Background: an optimization exercise with open tools, aiming at small area, a short achievable clock period and few clock cycles. Do not read the settings as production practice.
In this exercise RTL edits were held to simulation tests only and were not proved equivalent to the original.
Power figures rest on the tool's default switching activity, not on a simulated workload.

File: flow/design.v
module msync (
    input  wire        clk,
    input  wire        rst,           
    input  wire        cmd_valid,
    output wire        cmd_ready,
    input  wire [31:0] cmd,
    output wire        rsp_valid,
    output wire [31:0] rsp_data,
    output wire        done,
    output wire        err
);
    localparam NMAX    = 16;
    localparam RAW_CAP = 256;
    localparam MSG_CAP = 32;
    localparam OP_NOP = 4'h0, OP_SRST = 4'h1, OP_WRREG = 4'h2, OP_RDREG = 4'h3,
               OP_START = 4'h4, OP_SAMPLE = 4'h5, OP_SKIP = 4'h6, OP_END = 4'h7,
               OP_CALS = 4'h8, OP_CLRH = 4'h9, OP_RDMSG = 4'hA, OP_RDRAW = 4'hB;
    localparam F_IDLE = 3'd0, F_SEARCH = 3'd1, F_PAYLOAD = 3'd2,
               F_SILENCE = 3'd4, F_DONE = 3'd5, F_UNSYNCED = 3'd6;
    localparam SY_POS = 2'd0, SY_PAT = 2'd1, SY_TONE = 2'd2;
    localparam CL_FIXED = 2'd0, CL_ADAPT = 2'd1, CL_CAL = 2'd2;
    localparam E_ILL = 0, E_ADDR = 1, E_SEQ = 2, E_CFGBUSY = 3, E_CFGVAL = 4,
               E_NOCAL = 5, E_RANGE = 6;
    reg [15:0] c_pre_start, c_pre_len, c_cap_bits, c_pay_len;
    reg [15:0] c_cls_thr, c_mark_thr, c_glitch, c_delta_thr;
    reg [15:0] c_pat, c_tone_hs, c_tone_f0, c_tone_f1, c_tone_f2;
    reg [4:0]  c_mode_r;             
    reg [4:0]  c_win_r, c_cal_len_r, c_pat_len_r;
    wire [15:0] c_mode    = {7'd0, c_mode_r[4], 2'd0, c_mode_r[3:2], 2'd0, c_mode_r[1:0]};
    wire [15:0] c_win     = {11'd0, c_win_r};
    wire [15:0] c_cal_len = {11'd0, c_cal_len_r};
    wire [15:0] c_pat_len = {11'd0, c_pat_len_r};
    reg [15:0] c_tone_f3, c_tone_tol;
    reg [2:0]  fsm;
    reg [31:0] pos, bitcnt, sync_pos, sync_bit;
    reg        sync_cp;              
    reg [31:0] wsum;
    reg [15:0] wcnt;
    reg signed [33:0] pe_thr;        
    reg [15:0] sr;
    reg [7:0]  acc;
    reg [2:0]  bitn;
    reg [5:0]  msg_len;
    reg [8:0]  raw_len;
    reg        nopre, short_f, rawovf, msgovf;
    reg [2:0]  left;
    reg [15:0] glitch_cnt, skip_cnt, drop_cnt, warm_cnt;
    reg [RAW_CAP-1:0]   raw;         
    reg [MSG_CAP*8-1:0] msg;         
    reg [16*NMAX-1:0] hs;            
    reg [4*NMAX-1:0]  hts;           
    reg [3:0]  h_now;                
    reg [4:0]  hist_len;
    reg signed [20:0] hsum;          
    reg signed [15:0] h_pend;        
    reg        cal_valid;
    reg [6:0]  errr;
    reg        cv;                   
    reg [31:0] creg;
    reg signed [16:0] xr;            
    reg        g_r;                  
    reg        vgp_r;                
    reg        mok_r, rok_r;         
    reg        cfg_r, sts_r, wrl_r;  
    reg [4:0]  tm_r;                 
    reg [NMAX-1:0] lt_r;             
    wire [1:0]  m_sync = c_mode[1:0];
    wire [1:0]  m_cls  = c_mode[5:4];
    wire        m_base = c_mode[8];
    wire [16:0] s_val  = {1'b0, c_pre_start} + {1'b0, c_pre_len};
    wire [15:0] l_val  = (c_pay_len < c_cap_bits) ? c_pay_len : c_cap_bits;
    wire [17:0] sl_val = {1'b0, s_val} + {2'b0, l_val};
    wire        running = (fsm == F_SEARCH) || (fsm == F_PAYLOAD);
    reg         l_zero, s_zero;
    wire signed [15:0] med_a = hs[16*7 +: 16];
    wire signed [15:0] med_b = hist_len[0] ? hs[16*7 +: 16] : hs[16*8 +: 16];
    wire signed [16:0] med2  = hist_len[0] ? $signed({med_a, 1'b0}) : (med_a + $signed(hs[16*8 +: 16]));
    wire signed [5:0]  n_s     = {1'b0, hist_len};
    reg signed [16:0] med2_r;
    always @(posedge clk) med2_r <= med2;
    wire        acc_cmd = cv && !rst;
    wire [3:0]  op    = cv ? creg[31:28] : OP_NOP;
    wire [7:0]  c_reg = creg[23:16];
    wire [15:0] c_dat = creg[15:0];
    wire signed [15:0] v = c_dat;
    wire glitch_hit = g_r;
    wire signed [16:0] v_d  = xr;
    wire signed [22:0] x_s  = {{6{v_d[16]}}, v_d};
    wire signed [22:0] mean_d = (hist_len[0] ? x_s : 23'sd0) +
                                (hist_len[1] ? (x_s <<< 1) : 23'sd0) +
                                (hist_len[2] ? (x_s <<< 2) : 23'sd0) +
                                (hist_len[3] ? (x_s <<< 3) : hist_len[4] ? (x_s <<< 4) : 23'sd0) -
                                {{2{hsum[20]}}, hsum} + {{7{h_pend[15]}}, h_pend};
    wire signed [18:0] med_d  = {{1{v_d[16]}}, v_d, 1'b0} - {{3{med_a[15]}}, med_a} -
                                {{3{med_b[15]}}, med_b};
    wire cls_mean = !mean_d[22];     
    wire cls_med  = !med_d[18];      
    reg cs_r;
    wire cls_some = cs_r;
    reg cls_bit;
    always @* begin
        case (m_cls)
            CL_FIXED: cls_bit = $signed(v) > $signed(c_cls_thr);
            CL_ADAPT: cls_bit = m_base ? cls_med : cls_mean;
            default:  cls_bit = cls_med;
        endcase
    end
    wire signed [17:0] t_fp = {2'b0, cmd[15:0]} + {2'b0, c_tone_tol};
    wire signed [17:0] t_fm = {2'b0, cmd[15:0]} - {2'b0, c_tone_tol};
    wire [4:0] tm_in;
    assign tm_in[0] = (t_fp >= $signed({2'b0, c_tone_f0})) && (t_fm <= $signed({2'b0, c_tone_f0}));
    assign tm_in[1] = (t_fp >= $signed({2'b0, c_tone_f1})) && (t_fm <= $signed({2'b0, c_tone_f1}));
    assign tm_in[2] = (t_fp >= $signed({2'b0, c_tone_f2})) && (t_fm <= $signed({2'b0, c_tone_f2}));
    assign tm_in[3] = (t_fp >= $signed({2'b0, c_tone_f3})) && (t_fm <= $signed({2'b0, c_tone_f3}));
    assign tm_in[4] = (t_fp >= $signed({2'b0, c_tone_hs})) && (t_fm <= $signed({2'b0, c_tone_hs}));
    wire tm_0  = tm_r[0];
    wire tm_1  = tm_r[1];
    wire tm_2  = tm_r[2];
    wire tm_3  = tm_r[3];
    wire tm_hs = tm_r[4];
    wire       tsym_ok = tm_0 | tm_1 | tm_2 | tm_3;
    wire [1:0] tsym = tm_0 ? 2'd0 : tm_1 ? 2'd1 : tm_2 ? 2'd2 : 2'd3;
    wire [7:0]  i_reg = cmd[23:16];
    wire [15:0] i_dat = cmd[15:0];
    wire cfg_in  = (i_reg <= 8'h0C) || ((i_reg >= 8'h10) && (i_reg <= 8'h15));
    wire sts_in  = (i_reg >= 8'h40) && (i_reg <= 8'h52);
    wire cfg_reg = cfg_r;
    wire sts_reg = sts_r;
    wire [31:0] rv [0:82];
    genvar gi;
    generate for (gi = 0; gi < 83; gi = gi + 1) begin : g_rv
        if (gi == 8'h00) assign rv[gi] = {16'd0, c_mode};
        else if (gi == 8'h01) assign rv[gi] = {16'd0, c_pre_start};
        else if (gi == 8'h02) assign rv[gi] = {16'd0, c_pre_len};
        else if (gi == 8'h03) assign rv[gi] = {16'd0, c_cap_bits};
        else if (gi == 8'h04) assign rv[gi] = {16'd0, c_pay_len};
        else if (gi == 8'h05) assign rv[gi] = {16'd0, c_cls_thr};
        else if (gi == 8'h06) assign rv[gi] = {16'd0, c_mark_thr};
        else if (gi == 8'h07) assign rv[gi] = {16'd0, c_glitch};
        else if (gi == 8'h08) assign rv[gi] = {16'd0, c_win};
        else if (gi == 8'h09) assign rv[gi] = {16'd0, c_cal_len};
        else if (gi == 8'h0A) assign rv[gi] = {16'd0, c_delta_thr};
        else if (gi == 8'h0B) assign rv[gi] = {16'd0, c_pat};
        else if (gi == 8'h0C) assign rv[gi] = {16'd0, c_pat_len};
        else if (gi == 8'h10) assign rv[gi] = {16'd0, c_tone_hs};
        else if (gi == 8'h11) assign rv[gi] = {16'd0, c_tone_f0};
        else if (gi == 8'h12) assign rv[gi] = {16'd0, c_tone_f1};
        else if (gi == 8'h13) assign rv[gi] = {16'd0, c_tone_f2};
        else if (gi == 8'h14) assign rv[gi] = {16'd0, c_tone_f3};
        else if (gi == 8'h15) assign rv[gi] = {16'd0, c_tone_tol};
        else if (gi == 8'h40) assign rv[gi] = {20'd0, left, cal_valid, msgovf, rawovf, short_f, nopre, 1'b0, fsm};
        else if (gi == 8'h41) assign rv[gi] = {25'd0, errr};
        else if (gi == 8'h42) assign rv[gi] = pos;
        else if (gi == 8'h43) assign rv[gi] = {26'd0, msg_len};
        else if (gi == 8'h44) assign rv[gi] = {23'd0, raw_len};
        else if (gi == 8'h45) assign rv[gi] = sync_pos;      
        else if (gi == 8'h46) assign rv[gi] = sync_bit;
        else if (gi == 8'h47) assign rv[gi] = bitcnt;
        else if (gi == 8'h48) assign rv[gi] = {16'd0, glitch_cnt};
        else if (gi == 8'h49) assign rv[gi] = {16'd0, skip_cnt};
        else if (gi == 8'h4A) assign rv[gi] = {16'd0, drop_cnt};
        else if (gi == 8'h4B) assign rv[gi] = {16'd0, warm_cnt};
        else if (gi == 8'h4C) assign rv[gi] = {27'd0, hist_len};
        else if (gi == 8'h4D) assign rv[gi] = cal_valid ? {{15{med2_r[16]}}, med2_r} : 32'd0;
        else if (gi == 8'h4E) assign rv[gi] = wsum;
        else if (gi == 8'h4F) assign rv[gi] = {16'd0, wcnt};
        else if (gi == 8'h50) assign rv[gi] = NMAX;
        else if (gi == 8'h51) assign rv[gi] = RAW_CAP;
        else if (gi == 8'h52) assign rv[gi] = MSG_CAP;
        else assign rv[gi] = 32'd0;
    end endgenerate
    reg [82:0] rd_oh;
    reg [31:0] ms_oh;
    reg [7:0]  rw_oh;
    reg        fwd_m;                
    reg [31:0] rd_reg;
    reg        rd_sp, rd_sb;         
    integer ri, rj;
    always @* begin
        rd_reg = ({32{rd_sp}} & pos) | ({32{rd_sb}} & bitcnt);
        for (ri = 0; ri < 83; ri = ri + 1)
            rd_reg = rd_reg | ({32{rd_oh[ri]}} & rv[ri]);
    end
    wire [3:0]  r_op  = creg[31:28];
    wire [7:0]  r_reg = creg[23:16];
    wire [15:0] r_dat = creg[15:0];
    wire       msg_ok   = mok_r;
    wire       r_msg_ok = mok_r;
    reg  [7:0] msg_byte;
    reg  [31:0] raw_sel;
    reg        wb_mv;
    reg [4:0]  wb_mpos;
    reg [7:0]  wb_mbyte;
    integer m;
    always @* begin
        msg_byte = 8'd0;
        for (m = 0; m < MSG_CAP; m = m + 1)
            msg_byte = msg_byte | ({8{ms_oh[m]}} & msg[8*m +: 8]);
        raw_sel = 32'd0;
        for (m = 0; m < RAW_CAP / 32; m = m + 1)
            raw_sel = raw_sel | ({32{rw_oh[m]}} & raw[32*m +: 32]);
        if (fwd_m) msg_byte = wb_mbyte;
    end
    wire        raw_ok   = rok_r;
    wire        r_raw_ok = rok_r;
    reg         mk_lt, mk_eq;        
    wire [31:0] raw_mask = mk_lt ? 32'hFFFF_FFFF :
                           mk_eq ? ~(32'hFFFF_FFFF >> raw_len[4:0]) :
                           32'd0;
    reg  [31:0] raw_word;
    integer k;
    always @* begin
        for (k = 0; k < 32; k = k + 1)
            raw_word[31-k] = raw_sel[k] & raw_mask[31-k];
    end
    reg wrl_in;
    always @* begin
        case (i_reg)
            8'h00: wrl_in = ((i_dat & 16'hFECC) == 16'd0) && (i_dat[1:0] != 2'd3) &&
                            (i_dat[5:4] != 2'd3);
            8'h08, 8'h09: wrl_in = (i_dat >= 16'd1) && (i_dat <= NMAX);
            8'h0C: wrl_in = (i_dat <= 16'd16);
            default: wrl_in = 1'b1;
        endcase
    end
    wire wr_legal = wrl_r;
    wire [31:0] pos_inc    = (pos == 32'hFFFF_FFFF) ? pos : pos + 32'd1;
    wire [31:0] bitcnt_in  = (m_sync == SY_TONE) ? {bitcnt[31:1], 1'b1} : bitcnt;
    wire [31:0] bitcnt_inc = (bitcnt_in == 32'hFFFF_FFFF) ? bitcnt_in : bitcnt_in + 32'd1;
    reg         pos_at_s, pos_at_sl, pay_end;
    wire [17:0] s_m2       = {1'b0, s_val} - 18'd2;
    wire [17:0] sl_m2      = sl_val - 18'd2;
    wire        nx_pos_s   = (s_val >= 17'd2) && (pos == {14'd0, s_m2});
    wire        nx_pos_sl  = (sl_val >= 18'd2) && (pos == {14'd0, sl_m2});
    reg         in_win;
    wire        nx_in_win  = ((c_pre_start != 16'd0) && (pos == {16'd0, c_pre_start} - 32'd1) &&
                              (c_pre_len != 16'd0)) || (in_win && !pos_at_s);
    wire [15:0] pat_mask   = ~(16'hFFFF << c_pat_len[4:0]);
    wire        pat_cnt_ok = (|bitcnt_inc[31:5]) || (bitcnt_inc[4:0] >= c_pat_len_r);
    wire        pat_m0     = ((({sr[14:0], 1'b0}) ^ c_pat) & pat_mask) == 16'd0;
    wire        pat_m1     = ((({sr[14:0], 1'b1}) ^ c_pat) & pat_mask) == 16'd0;
    wire [31:0] bit_diff   = sync_cp ? 32'd0 : (bitcnt - sync_bit);
    wire        nx_pay_end = (bitcnt == 32'hFFFF_FFFF) ? pay_end :
                             (bitcnt == 32'hFFFF_FFFE) ? (bit_diff == {16'd0, l_val} - 32'd1)
                                                       : (bit_diff == {16'd0, l_val} - 32'd2);
    wire        l_is1      = (l_val == 16'd1);
    reg         d_pos;
    wire        v_gt_pe    = vgp_r;
    reg         cal_last_r;
    wire        cal_last   = cal_last_r;
    wire        h_full     = !(({11'd0, hist_len} < c_win) || m_cls == CL_CAL);
    wire [3:0]  h_old_ts = h_now - hist_len[3:0];
    reg  [NMAX-1:0] h_below, h_in, h_grow;
    integer hi_;
    always @* begin
        for (hi_ = 0; hi_ < NMAX; hi_ = hi_ + 1) begin
            if (hi_ < 8) begin
                h_in[hi_]    = hist_len >= (2 * (8 - hi_) - 1);
                h_below[hi_] = !h_in[hi_];
                h_grow[hi_]  = hist_len == (2 * (7 - hi_));
            end else begin
                h_in[hi_]    = hist_len >= (2 * (hi_ - 8) + 2);
                h_below[hi_] = 1'b0;
                h_grow[hi_]  = hist_len == (2 * (hi_ - 8) + 1);
            end
        end
    end
    reg  [NMAX:0]   h_lt;       
    reg  [NMAX-1:0] h_del;      
    reg  [NMAX:0]   h_bq;       
    reg             h_qlp;      
    reg signed [15:0] h_old;
    integer i;
    always @* begin
        h_old = 16'sd0;
        for (i = 0; i < NMAX; i = i + 1) begin
            h_lt[i]  = h_below[i] || (h_in[i] && lt_r[i]);
            h_del[i] = h_full ? (h_in[i] && (hts[4*i +: 4] == h_old_ts)) : h_grow[i];
            if (h_del[i]) h_old = hs[16*i +: 16];
        end
        h_lt[NMAX] = 1'b0;
        h_bq[0] = 1'b1;
        for (i = 0; i < NMAX; i = i + 1)
            h_bq[i+1] = h_bq[i] && !h_del[i];
        h_qlp = |(h_del & h_lt[NMAX-1:0]);
    end
    reg [15:0] n_hs  [0:NMAX-1];
    reg [3:0]  n_hts [0:NMAX-1];
    reg [1:0]  h_sel [0:NMAX-1];    
    always @* begin
        for (i = 0; i < NMAX; i = i + 1) begin
            n_hs[i]  = hs[16*i +: 16];
            n_hts[i] = hts[4*i +: 4];
            h_sel[i] = 2'd0;
            if (h_qlp) begin
                if (h_bq[i+1]) ;                               
                else if (h_lt[i+1]) begin                      
                    h_sel[i] = 2'd1;
                    n_hs[i]  = hs[16*((i+1) % NMAX) +: 16];
                    n_hts[i] = hts[4*((i+1) % NMAX) +: 4];
                end else if (h_lt[i]) begin                    
                    h_sel[i] = 2'd3;
                    n_hs[i]  = v;
                    n_hts[i] = h_now;
                end
            end else begin
                if (h_lt[i]) ;                                 
                else if (i == 0 || h_lt[(i+NMAX-1) % NMAX]) begin
                    h_sel[i] = 2'd3;
                    n_hs[i]  = v;
                    n_hts[i] = h_now;
                end else if (h_bq[i]) begin                    
                    h_sel[i] = 2'd2;
                    n_hs[i]  = hs[16*((i+NMAX-1) % NMAX) +: 16];
                    n_hts[i] = hts[4*((i+NMAX-1) % NMAX) +: 4];
                end
            end
        end
    end
    reg [2:0]  n_fsm;
    reg [31:0] n_pos, n_bitcnt, n_wsum;
    reg        n_sync;             
    reg [15:0] n_wcnt, n_sr;
    reg signed [33:0] n_pe_thr;
    reg [7:0]  n_acc;
    reg [2:0]  n_bitn;
    reg [5:0]  n_msg_len;
    reg [8:0]  n_raw_len;
    reg        n_nopre, n_short, n_rawovf, n_msgovf;
    reg [2:0]  n_left;
    reg [15:0] n_glitch_cnt, n_skip_cnt, n_drop_cnt, n_warm_cnt;
    reg        raw_we;             
    reg        msg_we;             
    reg [7:0]  n_acc_full;         
    reg [6:0]  n_err;
    reg        hist_push;          
    reg        hist_clear;         
    reg        cfg_write;          
    reg        cal_done;           
    reg        do_srst;
    reg        rsp_en;
    reg [31:0] rsp_val;
    reg        e_en;               
    reg        e_b;                
    reg        e_two;              
    reg        pc_en;              
    reg        acc_win;            
    reg        pat_sync;           
    reg        start_ok;           
    reg        pos_adv;            
    always @* begin
        n_fsm = fsm; n_pos = pos; n_bitcnt = bitcnt; n_sync = 1'b0;
        n_wsum = wsum; n_wcnt = wcnt; n_pe_thr = pe_thr; n_sr = sr;
        n_acc = acc; n_bitn = bitn; n_msg_len = msg_len; n_raw_len = raw_len;
        n_nopre = nopre; n_short = short_f; n_rawovf = rawovf; n_msgovf = msgovf;
        n_left = left; n_glitch_cnt = glitch_cnt; n_skip_cnt = skip_cnt;
        n_drop_cnt = drop_cnt; n_warm_cnt = warm_cnt; raw_we = 1'b0; msg_we = 1'b0; n_acc_full = 8'd0;
        n_err = errr;
        hist_push = 1'b0; hist_clear = 1'b0; cfg_write = 1'b0;
        cal_done = 1'b0; do_srst = 1'b0;
        rsp_en = 1'b0; rsp_val = 32'd0;
        e_en = 1'b0; e_b = 1'b0; e_two = 1'b0; pc_en = 1'b0; acc_win = 1'b0;
        pat_sync = 1'b0; start_ok = 1'b0; pos_adv = 1'b0;
        case (op)
            OP_NOP: ;
            OP_SRST: do_srst = 1'b1;
            OP_WRREG: begin
                if (running)        n_err[E_CFGBUSY] = 1'b1;
                else if (!cfg_reg)  n_err[E_ADDR] = 1'b1;
                else if (!wr_legal) n_err[E_CFGVAL] = 1'b1;
                else begin
                    cfg_write = 1'b1;
                    if (c_reg == 8'h00 || c_reg == 8'h08 || c_reg == 8'h09)
                        hist_clear = 1'b1;
                end
            end
            OP_RDREG: begin
                rsp_en = 1'b1;
                if (!(cfg_reg || sts_reg)) n_err[E_ADDR] = 1'b1;
            end
            OP_START: begin
                if (running) n_err[E_SEQ] = 1'b1;
                else begin
                    n_pos = 32'd0; n_bitcnt = 32'd0; n_sync = 1'b1;
                    n_wsum = 32'd0; n_wcnt = 16'd0; n_sr = 16'd0; n_acc = 8'd0; n_bitn = 3'd0;
                    n_pe_thr = {{18{c_mark_thr[15]}}, c_mark_thr};
                    n_msg_len = 6'd0; n_raw_len = 9'd0;
                    n_nopre = 1'b0; n_short = 1'b0; n_rawovf = 1'b0; n_msgovf = 1'b0;
                    n_left = 3'd0;
                    n_glitch_cnt = 16'd0; n_skip_cnt = 16'd0; n_drop_cnt = 16'd0;
                    n_warm_cnt = 16'd0;
                    n_fsm = F_SEARCH;
                    start_ok = 1'b1;
                    if (m_sync == SY_POS) begin
                        if (s_zero) n_fsm = F_SILENCE;
                    end else if (m_sync == SY_PAT && c_pat_len == 16'd0) begin
                        n_fsm = F_PAYLOAD;
                        if (l_zero) n_fsm = F_DONE;
                    end
                end
            end
            OP_SAMPLE: begin
                if (fsm == F_IDLE) n_err[E_SEQ] = 1'b1;
                else if (running) begin
                    n_pos = pos_inc;
                    pos_adv = 1'b1;
                    if (m_sync == SY_TONE) begin
                        if (fsm == F_SEARCH) begin
                            if (tm_hs) begin
                                n_fsm = F_PAYLOAD;
                                n_sync = 1'b1;
                            end
                        end else begin
                            if (!tsym_ok) begin
                                if (drop_cnt != 16'hFFFF) n_drop_cnt = drop_cnt + 16'd1;
                            end else
                                e_two = 1'b1;
                        end
                    end else begin
                        if (glitch_hit) begin
                            if (glitch_cnt != 16'hFFFF) n_glitch_cnt = glitch_cnt + 16'd1;
                        end else begin
                            if (m_sync == SY_POS && fsm == F_SEARCH && in_win) begin
                                acc_win = 1'b1;
                                n_wsum = wsum + {{16{v[15]}}, v};
                                n_wcnt = wcnt + 16'd1;
                                n_pe_thr = pe_thr + $signed(c_mark_thr) - v;
                            end
                            if (m_cls == CL_ADAPT) hist_push = 1'b1;
                            if (!cls_some) begin
                                if (warm_cnt != 16'hFFFF) n_warm_cnt = warm_cnt + 16'd1;
                                if (m_cls == CL_CAL) n_err[E_NOCAL] = 1'b1;
                            end else if (m_sync == SY_PAT || fsm == F_PAYLOAD) begin
                                e_en = 1'b1;
                                e_b  = cls_bit;
                            end
                        end
                        pc_en = 1'b1;
                    end
                end
            end
            OP_SKIP: begin
                if (fsm == F_IDLE) n_err[E_SEQ] = 1'b1;
                else if (running) begin
                    n_pos = pos_inc;
                    pos_adv = 1'b1;
                    if (skip_cnt != 16'hFFFF) n_skip_cnt = skip_cnt + 16'd1;
                    pc_en = 1'b1;
                end
            end
            OP_END: begin
                if (fsm == F_IDLE) n_err[E_SEQ] = 1'b1;
                else if (fsm == F_SEARCH) begin
                    if (m_sync == SY_PAT) begin
                        n_nopre = 1'b1;
                        n_fsm = F_UNSYNCED;
                    end else
                        n_fsm = F_SILENCE;
                    n_left = bitn;
                end else if (fsm == F_PAYLOAD) begin
                    if (m_sync != SY_TONE) n_short = 1'b1;
                    n_fsm = F_DONE;
                    n_left = bitn;
                end
            end
            OP_CALS: begin
                if (running || m_cls != CL_CAL) n_err[E_SEQ] = 1'b1;
                else if (glitch_hit) begin
                    if (glitch_cnt != 16'hFFFF) n_glitch_cnt = glitch_cnt + 16'd1;
                end else if (!cal_valid) begin
                    hist_push = 1'b1;
                    if (cal_last) cal_done = 1'b1;
                end
            end
            OP_CLRH: begin
                if (running) n_err[E_SEQ] = 1'b1;
                else hist_clear = 1'b1;
            end
            OP_RDMSG: begin
                rsp_en = 1'b1;
                if (!msg_ok) n_err[E_RANGE] = 1'b1;
            end
            OP_RDRAW: begin
                rsp_en = 1'b1;
                if (!raw_ok) n_err[E_RANGE] = 1'b1;
            end
            default: n_err[E_ILL] = 1'b1;
        endcase
        if (e_en) begin
            if (raw_len < RAW_CAP) begin
                raw_we = 1'b1;
                n_raw_len = raw_len + 9'd1;
            end else
                n_rawovf = 1'b1;
            n_bitcnt = bitcnt_inc;
            if (fsm == F_PAYLOAD) begin
                n_acc = {acc[6:0], e_b};
                n_bitn = bitn + 3'd1;
                n_acc_full = n_acc;
                if (bitn == 3'd7) begin
                    if (msg_len < MSG_CAP) begin
                        msg_we = 1'b1;
                        n_msg_len = msg_len + 6'd1;
                    end else
                        n_msgovf = 1'b1;
                    n_acc = 8'd0;
                end
                if (m_sync == SY_PAT && pay_end) begin
                    n_left = bitn + 3'd1;
                    n_fsm = F_DONE;
                end
            end else if (fsm == F_SEARCH) begin
                n_sr = {sr[14:0], e_b};
                if (pat_cnt_ok && (e_b ? pat_m1 : pat_m0)) begin
                    pat_sync = 1'b1;
                    n_fsm = F_PAYLOAD;
                    n_sync = 1'b1;
                    if (l_zero) begin
                        n_left = bitn;
                        n_fsm = F_DONE;
                    end
                end
            end
        end
        if (e_two) begin
            if (raw_len < RAW_CAP) begin
                raw_we = 1'b1;
                n_raw_len = raw_len + 9'd2;
            end else
                n_rawovf = 1'b1;
            n_bitcnt = bitcnt_inc;
            n_acc = {acc[5:0], tsym};
            n_bitn = bitn + 3'd2;
            n_acc_full = n_acc;
            if (bitn == 3'd6) begin
                if (msg_len < MSG_CAP) begin
                    msg_we = 1'b1;
                    n_msg_len = msg_len + 6'd1;
                end else
                    n_msgovf = 1'b1;
                n_acc = 8'd0;
            end
        end
        if (pc_en && m_sync == SY_POS) begin
            if (fsm == F_SEARCH && pos_at_s) begin
                if (acc_win ? v_gt_pe : d_pos) begin
                    n_fsm = F_PAYLOAD;
                    n_sync = 1'b1;
                    if (l_zero) begin
                        n_left = n_bitn;
                        n_fsm = F_DONE;
                    end
                end else begin
                    n_left = n_bitn;
                    n_fsm = F_SILENCE;
                end
            end
            if (fsm == F_PAYLOAD && pos_at_sl) begin
                n_left = n_bitn;
                n_fsm = F_DONE;
            end
        end
    end
    reg o_srst, o_wr, o_rdreg, o_start, o_sample, o_skip, o_end, o_cals, o_clrh,
        o_rdmsg, o_rdraw, o_ill;
    always @(posedge clk) begin
        o_srst   <= acc_new && (cmd[31:28] == OP_SRST);
        o_wr     <= acc_new && (cmd[31:28] == OP_WRREG);
        o_rdreg  <= acc_new && (cmd[31:28] == OP_RDREG);
        o_start  <= acc_new && (cmd[31:28] == OP_START);
        o_sample <= acc_new && (cmd[31:28] == OP_SAMPLE);
        o_skip   <= acc_new && (cmd[31:28] == OP_SKIP);
        o_end    <= acc_new && (cmd[31:28] == OP_END);
        o_cals   <= acc_new && (cmd[31:28] == OP_CALS);
        o_clrh   <= acc_new && (cmd[31:28] == OP_CLRH);
        o_rdmsg  <= acc_new && (cmd[31:28] == OP_RDMSG);
        o_rdraw  <= acc_new && (cmd[31:28] == OP_RDRAW);
        o_ill    <= acc_new && (cmd[31:28] >= 4'hC);
    end
    wire stall = o_sample && (fsm == F_SEARCH) && (m_sync == SY_PAT) && l_zero;
    wire stall_cal = o_cals && !running && (m_cls == CL_CAL) && !glitch_hit && !cal_valid && cal_last;
    assign cmd_ready = !(stall || stall_cal);
    assign rsp_valid = o_rdreg || o_rdmsg || o_rdraw;
    assign rsp_data  = rd_reg | {24'd0, msg_byte} | raw_word;
    wire start_term = (m_sync == SY_POS && s_zero) ||
                      (m_sync == SY_PAT && c_pat_len == 16'd0 && l_zero);
    wire pc_dec     = (o_sample && !glitch_hit && c_pre_len != 16'd0) ? v_gt_pe : d_pos;
    wire pc_term    = (fsm == F_SEARCH) ? (pos_at_s && (!pc_dec || l_zero)) : pos_at_sl;
    wire idle_st    = (fsm == F_IDLE);
    wire done_n =
        (o_start  && !running) ? start_term :
        (o_end    && running)  ? 1'b1 :
        (o_sample && running && m_sync == SY_POS) ? pc_term :
        (o_sample && running && m_sync == SY_PAT && fsm == F_PAYLOAD) ? (!glitch_hit && cls_some && pay_end) :
        (o_skip   && running && m_sync == SY_POS) ? pc_term :
        fsm[2];
    wire err_n =
        (|errr) || o_ill ||
        (o_wr && (running || !cfg_reg || !wr_legal)) ||
        (o_rdreg && !(cfg_reg || sts_reg)) ||
        (o_start && running) ||
        (o_sample && (idle_st || (running && m_sync != SY_TONE && !glitch_hit && !cls_some &&
                                  m_cls == CL_CAL))) ||
        ((o_skip || o_end) && idle_st) ||
        (o_cals && (running || m_cls != CL_CAL)) ||
        (o_clrh && running) ||
        (o_rdmsg && !msg_ok) ||
        (o_rdraw && !raw_ok);
    wire done_ref = !do_srst && n_fsm[2];
    wire err_ref  = !do_srst && (|n_err);
    assign done = !o_srst && done_n;
    assign err  = !o_srst && err_n;
    wire acc_new = cmd_valid && cmd_ready && !rst;
    wire mok_in = !(|cmd[15:6]) && (nx_msg_len > cmd[5:0]);
    wire rok_in = !(|cmd[15:4]) && ({cmd[3:0], 5'd0} < nx_raw_len);
    wire [4:0] nx_hist_len = (do_srst || hist_clear) ? 5'd0 :
                             (h_write && !h_full) ? hist_len + 5'd1 : hist_len;
    wire       nx_sync_cp  = acc_cmd && n_sync;
    wire [1:0] nx_cls      = do_srst ? 2'd0 : (cfg_write && c_reg == 8'h00) ? c_dat[5:4] : m_cls;
    wire       nx_cal_valid = (do_srst || hist_clear) ? 1'b0 : (h_write && cal_done) ? 1'b1 : cal_valid;
    wire [4:0] nx_cal_len  = do_srst ? 5'd1 : (cfg_write && c_reg == 8'h09) ? c_dat[4:0] : c_cal_len_r;
    wire [15:0] nx_pay_len  = do_srst ? 16'd0 : (cfg_write && c_reg == 8'h04) ? c_dat : c_pay_len;
    wire [15:0] nx_cap_bits = do_srst ? 16'd0 : (cfg_write && c_reg == 8'h03) ? c_dat : c_cap_bits;
    wire [15:0] nx_pre_st   = do_srst ? 16'd0 : (cfg_write && c_reg == 8'h01) ? c_dat : c_pre_start;
    wire [15:0] nx_pre_len  = do_srst ? 16'd0 : (cfg_write && c_reg == 8'h02) ? c_dat : c_pre_len;
    always @(posedge clk) begin
        if (rst) begin
            l_zero <= 1'b1;
            s_zero <= 1'b1;
        end else begin
            l_zero <= (nx_pay_len == 16'd0) || (nx_cap_bits == 16'd0);
            s_zero <= (nx_pre_st == 16'd0) && (nx_pre_len == 16'd0);
        end
    end
    wire [15:0] nx_glitch  = do_srst ? 16'h8000 : (cfg_write && c_reg == 8'h07) ? c_dat : c_glitch;
    wire signed [33:0] nx_pe_thr = do_srst ? 34'sd0 : n_pe_thr;
    wire        nx_pe_fits = (nx_pe_thr[33:15] == 19'd0) || (nx_pe_thr[33:15] == 19'h7FFFF);
    wire [5:0]  nx_msg_len = do_srst ? 6'd0 : n_msg_len;
    wire [8:0]  nx_raw_len = do_srst ? 9'd0 : n_raw_len;
    wire [NMAX-1:0] lt_cur;
    genvar gl;
    generate for (gl = 0; gl < NMAX; gl = gl + 1) begin : g_lt
        assign lt_cur[gl] = $signed(hs[16*gl +: 16]) < $signed(cmd[15:0]);
    end endgenerate
    wire lt_new = $signed(c_dat) < $signed(cmd[15:0]);
    wire h_write = acc_cmd && !do_srst && !hist_clear && hist_push;
    reg [NMAX-1:0] lt_in;
    integer li;
    always @* begin
        for (li = 0; li < NMAX; li = li + 1) begin
            lt_in[li] = lt_cur[li];
            if (h_write) begin
                case (h_sel[li])
                    2'd1: lt_in[li] = lt_cur[(li+1) % NMAX];
                    2'd2: lt_in[li] = lt_cur[(li+NMAX-1) % NMAX];
                    2'd3: lt_in[li] = lt_new;
                    default: ;
                endcase
            end
        end
    end
    always @(posedge clk) begin
        if (rst) cv <= 1'b0;
        else     cv <= acc_new;
        creg  <= cmd;
        for (rj = 0; rj < 83; rj = rj + 1)
            rd_oh[rj] <= (cmd[31:28] == OP_RDREG) && (cmd[23:16] == rj) &&
                         ((rj >= 8'h00 && rj <= 8'h0C) || (rj >= 8'h10 && rj <= 8'h15) ||
                          (rj >= 8'h40 && rj <= 8'h52)) &&
                         !((rj == 8'h45 || rj == 8'h46) && nx_sync_cp);
        rd_sp <= (cmd[31:28] == OP_RDREG) && (cmd[23:16] == 8'h45) && nx_sync_cp;
        rd_sb <= (cmd[31:28] == OP_RDREG) && (cmd[23:16] == 8'h46) && nx_sync_cp;
        cs_r  <= rst ? 1'b1 : (nx_cls == CL_FIXED) || (nx_cls == CL_ADAPT && nx_hist_len != 5'd0) ||
                              (nx_cls[1] && nx_cal_valid);
        ms_oh <= (cmd[31:28] == OP_RDMSG && mok_in) ? (32'd1 << cmd[4:0]) : 32'd0;
        rw_oh <= (cmd[31:28] == OP_RDRAW && rok_in) ? (8'd1 << cmd[2:0]) : 8'd0;
        mk_lt <= cmd[2:0] < nx_raw_len[8:5];
        mk_eq <= cmd[2:0] == nx_raw_len[8:5];
        fwd_m <= (cmd[31:28] == OP_RDMSG) && mok_in && acc_cmd && msg_we && (msg_len[4:0] == cmd[4:0]);
        cal_last_r <= ({1'b0, nx_hist_len} + 6'd1 == {1'b0, nx_cal_len});
        g_r   <= $signed(cmd[15:0]) < $signed(nx_glitch);
        vgp_r <= nx_pe_fits ? ($signed(cmd[15:0]) > $signed(nx_pe_thr[15:0])) : nx_pe_thr[33];
        mok_r <= mok_in;
        rok_r <= rok_in;
        cfg_r <= cfg_in;
        sts_r <= sts_in;
        wrl_r <= wrl_in;
        tm_r  <= tm_in;
        lt_r  <= lt_in;
        xr    <= $signed(cmd[15:0]) - $signed(c_delta_thr);
    end
    always @(posedge clk) begin
        if (rst || do_srst) begin
            c_mode_r <= 5'd0; c_pre_start <= 16'd0; c_pre_len <= 16'd0;
            c_cap_bits <= 16'd0; c_pay_len <= 16'd0; c_cls_thr <= 16'd0;
            c_mark_thr <= 16'd0; c_glitch <= 16'h8000; c_win_r <= 5'd1;
            c_cal_len_r <= 5'd1; c_delta_thr <= 16'd0; c_pat <= 16'd0;
            c_pat_len_r <= 5'd0; c_tone_hs <= 16'd0; c_tone_f0 <= 16'd0;
            c_tone_f1 <= 16'd0; c_tone_f2 <= 16'd0; c_tone_f3 <= 16'd0;
            c_tone_tol <= 16'd0;
            fsm <= F_IDLE; pos <= 32'd0; bitcnt <= 32'd0; sync_pos <= 32'd0;
            sync_bit <= 32'd0; sync_cp <= 1'b0; wsum <= 32'd0; wcnt <= 16'd0; pe_thr <= 34'sd0; sr <= 16'd0;
            acc <= 8'd0; bitn <= 3'd0; msg_len <= 6'd0; raw_len <= 9'd0;
            nopre <= 1'b0; short_f <= 1'b0; rawovf <= 1'b0; msgovf <= 1'b0;
            left <= 3'd0; glitch_cnt <= 16'd0; skip_cnt <= 16'd0;
            drop_cnt <= 16'd0; warm_cnt <= 16'd0;
            hist_len <= 5'd0; hsum <= 21'sd0; h_pend <= 16'sd0; h_now <= 4'd0;
            cal_valid <= 1'b0;
            errr <= 7'd0;
            pos_at_s <= 1'b0; pos_at_sl <= 1'b0; pay_end <= 1'b0; d_pos <= 1'b0; in_win <= 1'b0;
        end else begin
          sync_cp <= acc_cmd && n_sync;
          if (sync_cp) begin
            sync_pos <= pos;
            sync_bit <= bitcnt;
          end
          if (acc_cmd) begin
            d_pos <= (n_wcnt != 16'd0) && (n_pe_thr < $signed({{18{c_mark_thr[15]}}, c_mark_thr}));
            if (start_ok) begin
                pos_at_s  <= (s_val == 17'd1);
                in_win    <= (c_pre_start == 16'd0) && (c_pre_len != 16'd0);
                pos_at_sl <= (sl_val == 18'd1);
                pay_end   <= l_is1;
            end else begin
                if (pos_adv) begin
                    pos_at_s  <= nx_pos_s;
                    in_win    <= nx_in_win;
                    pos_at_sl <= nx_pos_sl;
                end
                if (e_en)
                    pay_end <= pat_sync ? (l_is1 && (bitcnt_inc != 32'hFFFF_FFFF)) : nx_pay_end;
            end
            fsm <= n_fsm; pos <= n_pos; bitcnt <= n_bitcnt;
            wsum <= n_wsum; wcnt <= n_wcnt; pe_thr <= n_pe_thr; sr <= n_sr;
            acc <= n_acc; bitn <= n_bitn; msg_len <= n_msg_len; raw_len <= n_raw_len;
            nopre <= n_nopre; short_f <= n_short; rawovf <= n_rawovf; msgovf <= n_msgovf;
            left <= n_left; glitch_cnt <= n_glitch_cnt; skip_cnt <= n_skip_cnt;
            drop_cnt <= n_drop_cnt; warm_cnt <= n_warm_cnt;
            errr <= n_err;
            if (cfg_write) begin
                case (c_reg)
                    8'h00: c_mode_r <= {c_dat[8], c_dat[5:4], c_dat[1:0]};
                    8'h01: c_pre_start <= c_dat;
                    8'h02: c_pre_len <= c_dat;
                    8'h03: c_cap_bits <= c_dat;
                    8'h04: c_pay_len <= c_dat;
                    8'h05: c_cls_thr <= c_dat;
                    8'h06: c_mark_thr <= c_dat;
                    8'h07: c_glitch <= c_dat;
                    8'h08: c_win_r <= c_dat[4:0];
                    8'h09: c_cal_len_r <= c_dat[4:0];
                    8'h0A: c_delta_thr <= c_dat;
                    8'h0B: c_pat <= c_dat;
                    8'h0C: c_pat_len_r <= c_dat[4:0];
                    8'h10: c_tone_hs <= c_dat;
                    8'h11: c_tone_f0 <= c_dat;
                    8'h12: c_tone_f1 <= c_dat;
                    8'h13: c_tone_f2 <= c_dat;
                    8'h14: c_tone_f3 <= c_dat;
                    8'h15: c_tone_tol <= c_dat;
                    default: ;
                endcase
            end
            if (hist_clear) begin
                hist_len <= 5'd0; hsum <= 21'sd0; h_pend <= 16'sd0;
                cal_valid <= 1'b0;
            end else if (hist_push) begin
                h_now <= h_now + 4'd1;
                hsum <= hsum - h_pend + v;
                if (h_full) h_pend <= h_old;
                else begin
                    h_pend <= 16'sd0;
                    hist_len <= hist_len + 5'd1;
                end
                if (cal_done) cal_valid <= 1'b1;
            end
          end
        end
    end
    always @(posedge clk) begin
        wb_mv    <= acc_cmd && msg_we;
        wb_mpos  <= msg_len[4:0];
        wb_mbyte <= n_acc_full;
    end
    wire [15:0] raw_dec_hi = 16'd1 << raw_len[7:4];
    wire [15:0] raw_dec_lo = 16'd1 << raw_len[3:0];
    wire [15:0] raw_dec_lo2 = 16'd1 << {raw_len[3:1], 1'b1};
    integer w;
    always @(posedge clk) begin
        if (acc_cmd && raw_we) begin
            for (w = 0; w < RAW_CAP; w = w + 1) begin
                if (raw_dec_hi[w / 16] && raw_dec_lo[w % 16]) raw[w] <= e_two ? tsym[1] : e_b;
                if (e_two && raw_dec_hi[w / 16] && raw_dec_lo2[w % 16]) raw[w] <= tsym[0];
            end
        end
        if (wb_mv) begin
            for (w = 0; w < MSG_CAP; w = w + 1)
                if (wb_mpos == w) msg[8*w +: 8] <= wb_mbyte;
        end
    end
    always @(posedge clk) begin
        if (h_write) begin
            for (w = 0; w < NMAX; w = w + 1) begin
                hs[16*w +: 16] <= n_hs[w];
                hts[4*w +: 4]  <= n_hts[w];
            end
        end
    end
endmodule
File: flow/constraint.sdc
create_clock -name core_clock -period 20.0 [get_ports {clk}]
set_input_delay 4.0000 -clock core_clock [delete_from_list [all_inputs] [get_ports {clk}]]
set_output_delay 4.0000 -clock core_clock [all_outputs]
set_load 0.01 [all_outputs]
File: flow/config.mk
export PLATFORM = sky130hd
export DESIGN_NAME = msync
export DESIGN_NICKNAME = msync
export VERILOG_FILES = /design/flow/design.v
export SDC_FILE = /design/flow/constraint.sdc
export NUM_CORES = 4
export LEC_CHECK = 0
export CAP_MARGIN = 20
export CORE_MARGIN = 2
export CORE_UTILIZATION = 40
export SLEW_MARGIN = 20
File: flow/run.sh
#!/bin/bash
# synth_recipe.tcl (not shown) runs the flow's synth.tcl, then flattens the netlist and writes it again
# the make line also repeats each setting of config.mk as NAME=value (left out here)
make -C /OpenROAD-flow-scripts/flow DESIGN_CONFIG=/design/flow/config.mk WORK_HOME=/design/flow/orfs CLKGATE_MAP_FILE= SYNTH_SCRIPT=/design/flow/synth_recipe.tcl finish
==> reports/qor.csv, run 1 <==
stage,metric,value,unit
floorplanning,Core ar.,0.270,mm^2
logic_synthesis,Syn Area/Cell,8.92,um^2
sta,Finish-stage setup viols,0,
sta,fin. max-slew vios,0,
critical_path,critical path class,reg2out,
placement,DP HPWL,357000,um
power_and_ir_drop,Int Pwr,5.97,mW
sta,Slew HR,4.29,%
routing,initial DRC count,12600,
logic_synthesis,main flop type after synthesis,dfxtp_1,
logic_synthesis,Post-Syn Area,0.108,mm^2
power_and_ir_drop,switching part of the total,24.6,%
clock_tree,clk sinks,1680,
routing,DRC,0,
sta,Final min period,9.75,ns
floorplanning,DIE AREA,0.275,mm^2
final_layout,utilization after layout,44.4,%
floorplanning,Initial Util,40.1,%
power_and_ir_drop,Flop pwr share,45.9,%
logic_synthesis,Ys Warns,4,
routing,final WL,478000,um
final_layout,nets@finish,13000,
sta,Fmax,103,MHz
placement,GPL Wtd Cong,1.05,
run,Max-cap violations,0,
power_and_ir_drop,LEAKAGE,45.8,nW
critical_path,critical path peak fanout,13,
power_and_ir_drop,Clock power frac,47.8,%
routing,vias per inst,6.34,
floorplanning,I/O Pins,71,
clock_tree,post_cts resized,0,
routing,First-pass DRT Iterations,7,
sta,unrepaired setup endpoints after global routing,false,
worst_hold_path,Min-Delay Endpoint,hsum[17],
logic_synthesis,sequential share of the synthesized area,38.7,%
critical_path,FF-to-FF setup slack,11.73,ns
critical_path,"Req. time, crit path",16.00,ns
power_and_ir_drop,Psw,1.95,mW
power_and_ir_drop,VDD IR max,78.3,uV
critical_path,"CP delay by family, top",compound AO/OA/AOI/OAI gates,
global_route,grt total ovfl,0,
critical_path,CP cell instances,buf_4 > inv_1 > ha_1 > nor2_1 > o21ai_0 > nand4_1 > a2111oi_2 > o21ai_0 > clkdlybuf4s50_1,
placement,Area after DPL,0.113,mm^2
global_route,Tot GR Track Use,33.4,%
logic_synthesis,Seq cells post-synth,1680,
status,status,no timing/DRC/antenna violations,
critical_path,CP arrival,5.75,ns
final_layout,final instance area,0.120,mm^2
critical_path,Bufs and invs on worst path,3,
final_layout,"Cell Count, Final, Fillers Out",15700,
critical_path,crit path launch,raw_len[2],
sta,Worst-Margin Slew,1.44,ns
placement,Cell Count Post-Placement,15300,
logic_synthesis,Mapped Cells,12200,
final_layout,Filler Cell Count,25900,
final_layout,Layout area overhead,10.6,%
global_route,initial antenna violation count,33,
clock_tree,H-tree depth,4,
critical_path,endpoint class of the critical path,output pin,
sta,final hold vios,0,
floorplanning,Chip Width,525,um
global_route,largest net degree at the start of global routing,257,
placement,# port buffers,66,
worst_hold_path,Hold Startpoint,hsum[17],
critical_path,Critical Path Max Stage Delay,1.10,ns
critical_path,Critical Path Start Type,flip-flop,
critical_path,Reg2Reg Depth,17,
critical_path,r2r startpoint,hist_len[1],
clock_tree,"Hold-fix buffers, CTS",0,
sta,final worst setup slack,10.25,ns
critical_path,"most used cell, CP",o21ai_0,
global_route,number of global-route vias before repair,95000,
sta,period utilization,48.7,%
logic_synthesis,Post-synth EDFFs,832,
logic_synthesis,Syn Nets,13200,
logic_synthesis,number of distinct library cells after synthesis,123,
sta,TNS Setup,0,ns
power_and_ir_drop,Comb pwr share,6.2,%
routing,via count,99600,
worst_hold_path,min-delay worst type,reg2reg,
clock_tree,worst-case clock buffer depth,4,
final_layout,layout cells sized above 1,7.18,%
sta,skew final,0.113,ns
logic_synthesis,ys async rst share,0,%
floorplanning,Die Y,525,um
routing,Antenna Nets Post-Route,0,
placement,pre-CTS WS,10.48,ns
critical_path,Crit-path slowest cell,a2111oi_2,
global_route,first-pass GRT wire length,680000,um
worst_hold_path,hold path depth,2,
clock_tree,CTS Buf Count,198,
routing,WL/cell,30.5,um
clock_tree,CTS tree,built,
critical_path,RR Endpoint,hs[211],
power_and_ir_drop,Pwr Density,66.0,mW/mm^2
clock_tree,Root Buffer,clkbuf_16,
floorplanning,Site Rows,191,
clock_tree,Clock Latency Late Sink,0.96,ns
clock_tree,# Post-CTS Setup Buffers,0,
clock_tree,Worst-path clk slew,0.06,ns
layout by cell type (no fill, tap or decap), types with 208 or more instances in the layout:
cell type,n
nor2_1,1476
nand2_1,1076
a21oi_1,846
edfxtp_1,832
ha_1,829
dfxtp_1,827
inv_1,678
o21ai_0,443
a22oi_1,438
buf_4,314
nand3_1,276
a21o_1,241
xnor2_1,234
nand4_1,208
cell usage after synthesis (all sizes together) (191+ instances only):
library cell	n	area (um^2)
a21o	243	1830
a21oi	857	4310
a221oi	199	1770
a22oi	438	3290
a31oi	202	1260
clkbuf	633	2380
dfxtp	848	17000
edfxtp	832	25000
ha	829	10400
inv	679	2550
mux2i	195	1950
nand2	1080	4060
nand3	286	1470
nand4	208	1300
nor2	1497	5640
nor3	207	1060
o21ai	464	2330
o22ai	191	1200
xnor2	237	2100
xor2	193	1730
tightest hold or removal path, cell delays in order (launching register included):
cell and delay (ns):
dfxtp_1 0.32, nand2_1 0.04, o21ai_0 0.06
layout make-up:
type / count / area, um^2 / share of cell area, %
inverter: 682 / 2560 / 2.13
clock buffer: 288 / 5740 / 4.79
timing repair buffer: 383 / 3060 / 2.55
sequential: 1680 / 42000 / 35.0
antenna: 9 / 22.5 / 0.0188
clock inverter: 68 / 866 / 0.722
multi-input combinational: 9026 / 61300 / 51.1
tap: 3570 / 4470 / 3.72
state kept, by name, indices dropped and copies added (netlist names), 17 cells and up:
register,flops
creg,28
msg,256
pe_thr,34
rd_oh,38
ms_oh,32
bitcnt,32
sync_bit,32
hs,256
wsum,32
hts,64
raw,256
sync_pos,32
hsum,21
pos,32
med2_r,17
xr,17
through the flow:
step           power [mW]  hold slack [ns]
6_report             7.92            0.458
4_1_cts              7.92            0.463
5_1_grt              8.10            0.488
3_5_place_dp         4.19            0.449
3_3_place_gp         4.18            0.442
2_1_floorplan        3.98            0.329
power by group through the flow:
stage	sequential (mW)	combinational, mW	clock, mW
3_3_place_gp	3.71	0.469	0
4_1_cts	3.64	0.480	3.80
3_5_place_dp	3.71	0.477	0
5_1_grt	3.64	0.533	3.93
2_1_floorplan	3.68	0.294	0
6_report	3.64	0.494	3.79
metal layers:
metal / GRT usage [%] / wire length (um)
met4: 24.1 / 42100
met2: 53.2 / 214000
met1: 41.0 / 180000
met5: 0 / 211
met3: 5.58 / 42300
logic make-up after synthesis:
family,synth area share (%)
multiplexers,2.35
adder cells (fa/ha/maj),12.4
flip-flops,38.7
XOR/XNOR,3.72
AO/OA/AOI/OAI,20.6
buffers and inverters,5.25
AND/OR/NAND/NOR,16.9
worst max path at each step:
stage / endpoint / slack [ns] / depth (start not counted)
3_3_place_gp: tm_r[2] / 10.45 / 21
3_5_place_dp: tm_r[2] / 10.48 / 22
4_1_cts: rsp_data[6] / 10.40 / 9
6_report: rsp_data[6] / 10.25 / 9
5_1_grt: rsp_data[6] / 10.46 / 9
2_1_floorplan: tm_r[4] / 11.61 / 27
Testbench counts, summed over its fixed seeds: cycles 10,638.
==> run 2: changes to the inputs <==
--- a/flow/design.v
+++ b/flow/design.v
@@ -62,7 +62,7 @@
     reg        vgp_r;                
     reg        mok_r, rok_r;         
     reg        cfg_r, sts_r, wrl_r;  
-    reg [4:0]  tm_r;                 
+    reg signed [17:0] tp_r, tm_r;    
     reg [NMAX-1:0] lt_r;             
     wire [1:0]  m_sync = c_mode[1:0];
     wire [1:0]  m_cls  = c_mode[5:4];
@@ -107,17 +107,12 @@
     end
     wire signed [17:0] t_fp = {2'b0, cmd[15:0]} + {2'b0, c_tone_tol};
     wire signed [17:0] t_fm = {2'b0, cmd[15:0]} - {2'b0, c_tone_tol};
-    wire [4:0] tm_in;
-    assign tm_in[0] = (t_fp >= $signed({2'b0, c_tone_f0})) && (t_fm <= $signed({2'b0, c_tone_f0}));
-    assign tm_in[1] = (t_fp >= $signed({2'b0, c_tone_f1})) && (t_fm <= $signed({2'b0, c_tone_f1}));
-    assign tm_in[2] = (t_fp >= $signed({2'b0, c_tone_f2})) && (t_fm <= $signed({2'b0, c_tone_f2}));
-    assign tm_in[3] = (t_fp >= $signed({2'b0, c_tone_f3})) && (t_fm <= $signed({2'b0, c_tone_f3}));
-    assign tm_in[4] = (t_fp >= $signed({2'b0, c_tone_hs})) && (t_fm <= $signed({2'b0, c_tone_hs}));
-    wire tm_0  = tm_r[0];
-    wire tm_1  = tm_r[1];
-    wire tm_2  = tm_r[2];
-    wire tm_3  = tm_r[3];
-    wire tm_hs = tm_r[4];
+    wire [15:0] t_ref0 = (fsm == F_SEARCH) ? c_tone_hs : c_tone_f0;
+    wire tm_0  = (tp_r >= $signed({2'b0, t_ref0}))    && (tm_r <= $signed({2'b0, t_ref0}));
+    wire tm_hs = tm_0;
+    wire tm_1  = (tp_r >= $signed({2'b0, c_tone_f1})) && (tm_r <= $signed({2'b0, c_tone_f1}));
+    wire tm_2  = (tp_r >= $signed({2'b0, c_tone_f2})) && (tm_r <= $signed({2'b0, c_tone_f2}));
+    wire tm_3  = (tp_r >= $signed({2'b0, c_tone_f3})) && (tm_r <= $signed({2'b0, c_tone_f3}));
     wire       tsym_ok = tm_0 | tm_1 | tm_2 | tm_3;
     wire [1:0] tsym = tm_0 ? 2'd0 : tm_1 ? 2'd1 : tm_2 ? 2'd2 : 2'd3;
     wire [7:0]  i_reg = cmd[23:16];
@@ -203,10 +198,7 @@
     end
     wire        raw_ok   = rok_r;
     wire        r_raw_ok = rok_r;
-    reg         mk_lt, mk_eq;        
-    wire [31:0] raw_mask = mk_lt ? 32'hFFFF_FFFF :
-                           mk_eq ? ~(32'hFFFF_FFFF >> raw_len[4:0]) :
-                           32'd0;
+    reg  [31:0] raw_mask;            
     reg  [31:0] raw_word;
     integer k;
     always @* begin
@@ -674,8 +666,8 @@
                               (nx_cls[1] && nx_cal_valid);
         ms_oh <= (cmd[31:28] == OP_RDMSG && mok_in) ? (32'd1 << cmd[4:0]) : 32'd0;
         rw_oh <= (cmd[31:28] == OP_RDRAW && rok_in) ? (8'd1 << cmd[2:0]) : 8'd0;
-        mk_lt <= cmd[2:0] < nx_raw_len[8:5];
-        mk_eq <= cmd[2:0] == nx_raw_len[8:5];
+        raw_mask <= (cmd[2:0] < nx_raw_len[8:5]) ? 32'hFFFF_FFFF :
+                    (cmd[2:0] == nx_raw_len[8:5]) ? ~(32'hFFFF_FFFF >> nx_raw_len[4:0]) : 32'd0;
         fwd_m <= (cmd[31:28] == OP_RDMSG) && mok_in && acc_cmd && msg_we && (msg_len[4:0] == cmd[4:0]);
         cal_last_r <= ({1'b0, nx_hist_len} + 6'd1 == {1'b0, nx_cal_len});
         g_r   <= $signed(cmd[15:0]) < $signed(nx_glitch);
@@ -685,7 +677,8 @@
         cfg_r <= cfg_in;
         sts_r <= sts_in;
         wrl_r <= wrl_in;
-        tm_r  <= tm_in;
+        tp_r  <= t_fp;
+        tm_r  <= t_fm;
         lt_r  <= lt_in;
         xr    <= $signed(cmd[15:0]) - $signed(c_delta_thr);
     end
==> run 2 against run 1 <==
Area after synthesis increased by 1.2%. Global-route usage decreased by 0.099 points. Via count increased by 1.6%. Count of clock-buffer cells in the layout is the same. Clock skew is 0.031 ns lower. Clock power grew 3%. Power up 3.0%. First-iteration DRC count rose by 4.6%. Combinational power shrank 1%. Sequential share of layout area rose by 0.52 points.
==> reports/qor.csv, run 2 <==
stage,metric,value,unit,change
critical_path,CP arrival,4.85,ns,-0.90 ns
placement,pre-CTS WS,11.18,ns,+0.700 ns
logic_synthesis,Mapped Cells,12300,,+1.2%
sta,Slew HR,15.2,%,+11 points
sta,skew final,0.0811,ns,-0.0315 ns
final_layout,utilization after layout,44.4,%,+0.044 points
critical_path,Critical Path Start Type,flip-flop,,
run,Max-cap violations,0,,unchanged
logic_synthesis,Post-synth EDFFs,832,,unchanged
placement,# port buffers,66,,unchanged
final_layout,layout cells sized above 1,7.08,%,-0.11 points
final_layout,Filler Cell Count,26300,,+1.5%
floorplanning,Die Y,528,um,+0.58%
routing,vias per inst,6.38,,+0.69%
logic_synthesis,Synth area leader,edfxtp_1,,
routing,First-pass DRT Iterations,9,,+2
clock_tree,Root Buffer,clkbuf_16,,
logic_synthesis,Syn Area/Cell,8.91,um^2,about the same
logic_synthesis,Post-Syn Area,0.110,mm^2,+1.2%
global_route,number of global-route vias before repair,95900,,+0.91%
critical_path,Crit-path slowest cell,a211oi_1,,
logic_synthesis,Ys Warns,4,,unchanged
logic_synthesis,Syn Nets,13300,,+0.82%
worst_hold_path,hold path depth,2,,unchanged
worst_hold_path,min-delay worst type,reg2reg,,
global_route,first-pass GRT wire length,684000,um,+0.64%
critical_path,CP cell instances,nor4_1 > nand4_1 > nand3b_1 > mux2i_1 > o211ai_1 > a31oi_1 > a211oi_1 > a211oi_1 > clkdlybuf4s50_1,,
power_and_ir_drop,total power,8.16,mW,+3.0%
logic_synthesis,number of distinct library cells after synthesis,104,,-15%
status,status,no timing/DRC/antenna violations,,
critical_path,"Req. time, crit path",16.00,ns,about the same
routing,final WL,482000,um,+0.69%
power_and_ir_drop,LEAKAGE,45.1,nW,-1.6%
floorplanning,Initial Util,40.1,%,about the same
worst_hold_path,Min-Delay Endpoint,hsum[8],,
critical_path,"most used cell, CP",a211oi_1,,
clock_tree,Clock Latency Late Sink,0.90,ns,-0.06 ns
critical_path,endpoint class of the critical path,output pin,,
final_layout,nets@finish,13100,,+0.62%
sta,Final min period,8.85,ns,-0.900 ns
clock_tree,H-tree depth,4,,unchanged
placement,DP HPWL,353000,um,-1.0%
logic_synthesis,Seq cells post-synth,1738,,+3.5%
routing,via count,101000,,+1.6%
critical_path,Critical Path Max Stage Delay,0.71,ns,-0.39 ns
logic_synthesis,ys async rst share,0,%,unchanged
logic_synthesis,Yosys top cell area share,22.8,%,-0.27 points
floorplanning,DIE AREA,0.279,mm^2,+1.2%
final_layout,most frequent cells in the layout,"1625 x nor2_1, 978 x nand2_1, 888 x dfxtp_1, 832 x edfxtp_1, 808 x a21oi_1",,
clock_tree,Worst-path clk slew,0.06,ns,about the same
global_route,largest net degree at the start of global routing,257,,unchanged
power_and_ir_drop,Pwr Density,67.2,mW/mm^2,+1.7%
clock_tree,post_cts resized,0,,unchanged
global_route,grt total ovfl,0,,unchanged
logic_synthesis,"count leader, synth",nor2_1,,
sta,Worst-Margin Slew,1.26,ns,-0.172 ns
critical_path,FF-to-FF setup slack,11.32,ns,-0.41 ns
clock_tree,clk sinks,1738,,+3.5%
critical_path,Reg2Reg Depth,25,,+8
sta,Finish-stage setup viols,0,,unchanged
sta,period utilization,44.2,%,-4.5 points
clock_tree,"Hold-fix buffers, CTS",0,,unchanged
global_route,Tot GR Track Use,33.3,%,-0.099 points
placement,GPL Wtd Cong,1.06,,+1.1%
clock_tree,worst-case clock buffer depth,4,,unchanged
routing,initial DRC count,13200,,+4.6%
floorplanning,Chip Width,528,um,+0.58%
critical_path,critical path peak fanout,4,,-9
sta,Fmax,113,MHz,+10%
routing,DRC,0,,unchanged
clock_tree,# Post-CTS Setup Buffers,0,,unchanged
global_route,initial antenna violation count,32,,-3.0%
floorplanning,I/O Pins,71,,unchanged
sta,final hold vios,0,,unchanged
clock_tree,CTS Buf Count,206,,+4.0%
final_layout,Layout area overhead,10.7,%,about the same
floorplanning,Core ar.,0.273,mm^2,+1.1%
final_layout,"most common cell after layout, fill and taps aside",nor2_1,,
critical_path,critical path class,reg2out,,
sta,final worst setup slack,11.15,ns,+0.900 ns
logic_synthesis,main flop type after synthesis,dfxtp_1,,
final_layout,biggest regs,"hs: 256 flops, msg: 256 flops, raw: 256 flops",,
sta,TNS Setup,0,ns,unchanged
sta,fin. max-slew vios,0,,unchanged
clock_tree,CTS tree,built,,
routing,Antenna Nets Post-Route,0,,unchanged
sta,unrepaired setup endpoints after global routing,false,,
logic_synthesis,Synth area leaders,"edfxtp_1 23%, dfxtp_1 17%, ha_1 9.0%",,
floorplanning,Site Rows,192,,+0.52%
logic_synthesis,most common library cells after synthesis,"1654 x nor2_1, 982 x nand2_1, 906 x dfxtp_1",,
logic_synthesis,sequential share of the synthesized area,39.3,%,+0.61 points
power_and_ir_drop,VDD IR max,75.6,uV,-3.4%
worst_hold_path,Hold Startpoint,hsum[8],,
routing,WL/cell,30.4,um,-0.23%
critical_path,r2r startpoint,hist_len[4],,
critical_path,RR Endpoint,raw[7],,
run 2: changes by cell type in the layout (fill, tap and decap cells not counted), sizes merged, moves of 58 or more:
cell and change:
a221oi -65, nor2 +158, dfxtp +58, nand2 -97, o22ai +99
run 2: power breakdown:
part / switching [mW] / internal, mW / total [mW]
registers: 0.0476 / 3.72 / 3.77
logic: 0.332 / 0.157 / 0.488
clock network: 1.62 / 2.28 / 3.90
run 2: per-stage QoR:
step | hold slack [ns] | area, um^2 | instances
floorplan | 0.397 | 110000 | 12300
global placement | 0.438 | 114000 | 15500
detailed placement | 0.442 | 114000 | 15500
CTS | 0.455 | 121000 | 15800
global route | 0.481 | 121000 | 15800
finish | 0.451 | 121000 | 15900
run 2: cells by family after synthesis:
logic type	share of synthesized area, %
AO/OA/AOI/OAI	20.4
XOR/XNOR	3.74
adder cells (fa/ha/maj)	11.9
buffers and inverters	4.98
flip-flops	39.3
multiplexers	2.83
AND/OR/NAND/NOR	16.9
run 2: layout make-up:
type                    count  area [um^2]  area share (%)
diodes                     11         27.5          0.0227
multi-input cells        9145        61600            50.7
inverters                 634         2380            1.96
clock buffers             288         5990            4.93
flip-flops and latches   1738        43100            35.5
well taps                3589         4490            3.70
clock inverters            82          877           0.722
repair buffers            364         2990            2.46
run 2: critical path, delay by kind of cell, from the launching register on:
family | cells | cell delay, ns
simple gates | 3 | 1.23
flops | 1 | 0.43
compound gates | 4 | 1.20
buf+inv | 1 | 0.68
mux | 1 | 0.47
run 2: worst max-delay path by stage:
stage	cells past startpoint	from	endpoint
global placement	17	cmd[1]	lt_r[3]
floorplan	21	hist_len[3]	raw[0]
detailed placement	17	cmd[1]	lt_r[3]
finish	9	c_pre_len[2]	done
global route	29	fsm[0]	ms_oh[24]
CTS	9	c_pre_len[1]	done
run 2: per-layer routing:
metal,vias up,wire (um),share of wire (%),track usage [%]
li1,44600,-,-,-
met1,49500,189000,39,42.6
met2,5619,211000,44,51.8
met3,1381,44700,9.3,6.24
met4,8,37700,7.8,21.4
met5,-,59,0.012,0
Testbench counts of run 2, summed over its fixed seeds: cycles 10,638.

[static timing again, ports no longer ideal]
Ports are ideal in the flow. The routed layouts listed here were re-timed in OpenROAD.
Step 1 (the two cells are an assumption about what drives the block):
set clk [get_ports {clk}]
set_driving_cell -lib_cell sky130_fd_sc_hd__clkbuf_16 $clk
set_driving_cell -lib_cell sky130_fd_sc_hd__buf_2 [delete_from_list [all_inputs] $clk]
Step 2, shift: input delay + t, output delay - t, t = (earliest + latest rising clock arrival at the registers) / 2. This alone moves slack from input paths to output paths.
a / b / c = ideal / step 1 / step 2; a / b = the first two.
run | shift t [ns] | slack for setup (ns) | worst setup path after step 2
run 1 | 1.000 | 10.255 / 10.145 / 10.324 | input to register
run 2 | 0.968 | 11.155 / 11.054 / 10.986 | input to register
After both steps every run listed still meets setup and hold. The setup slack of run 2, which loses most, moves by -0.101 ns with the drivers and by -0.169 ns with both steps.
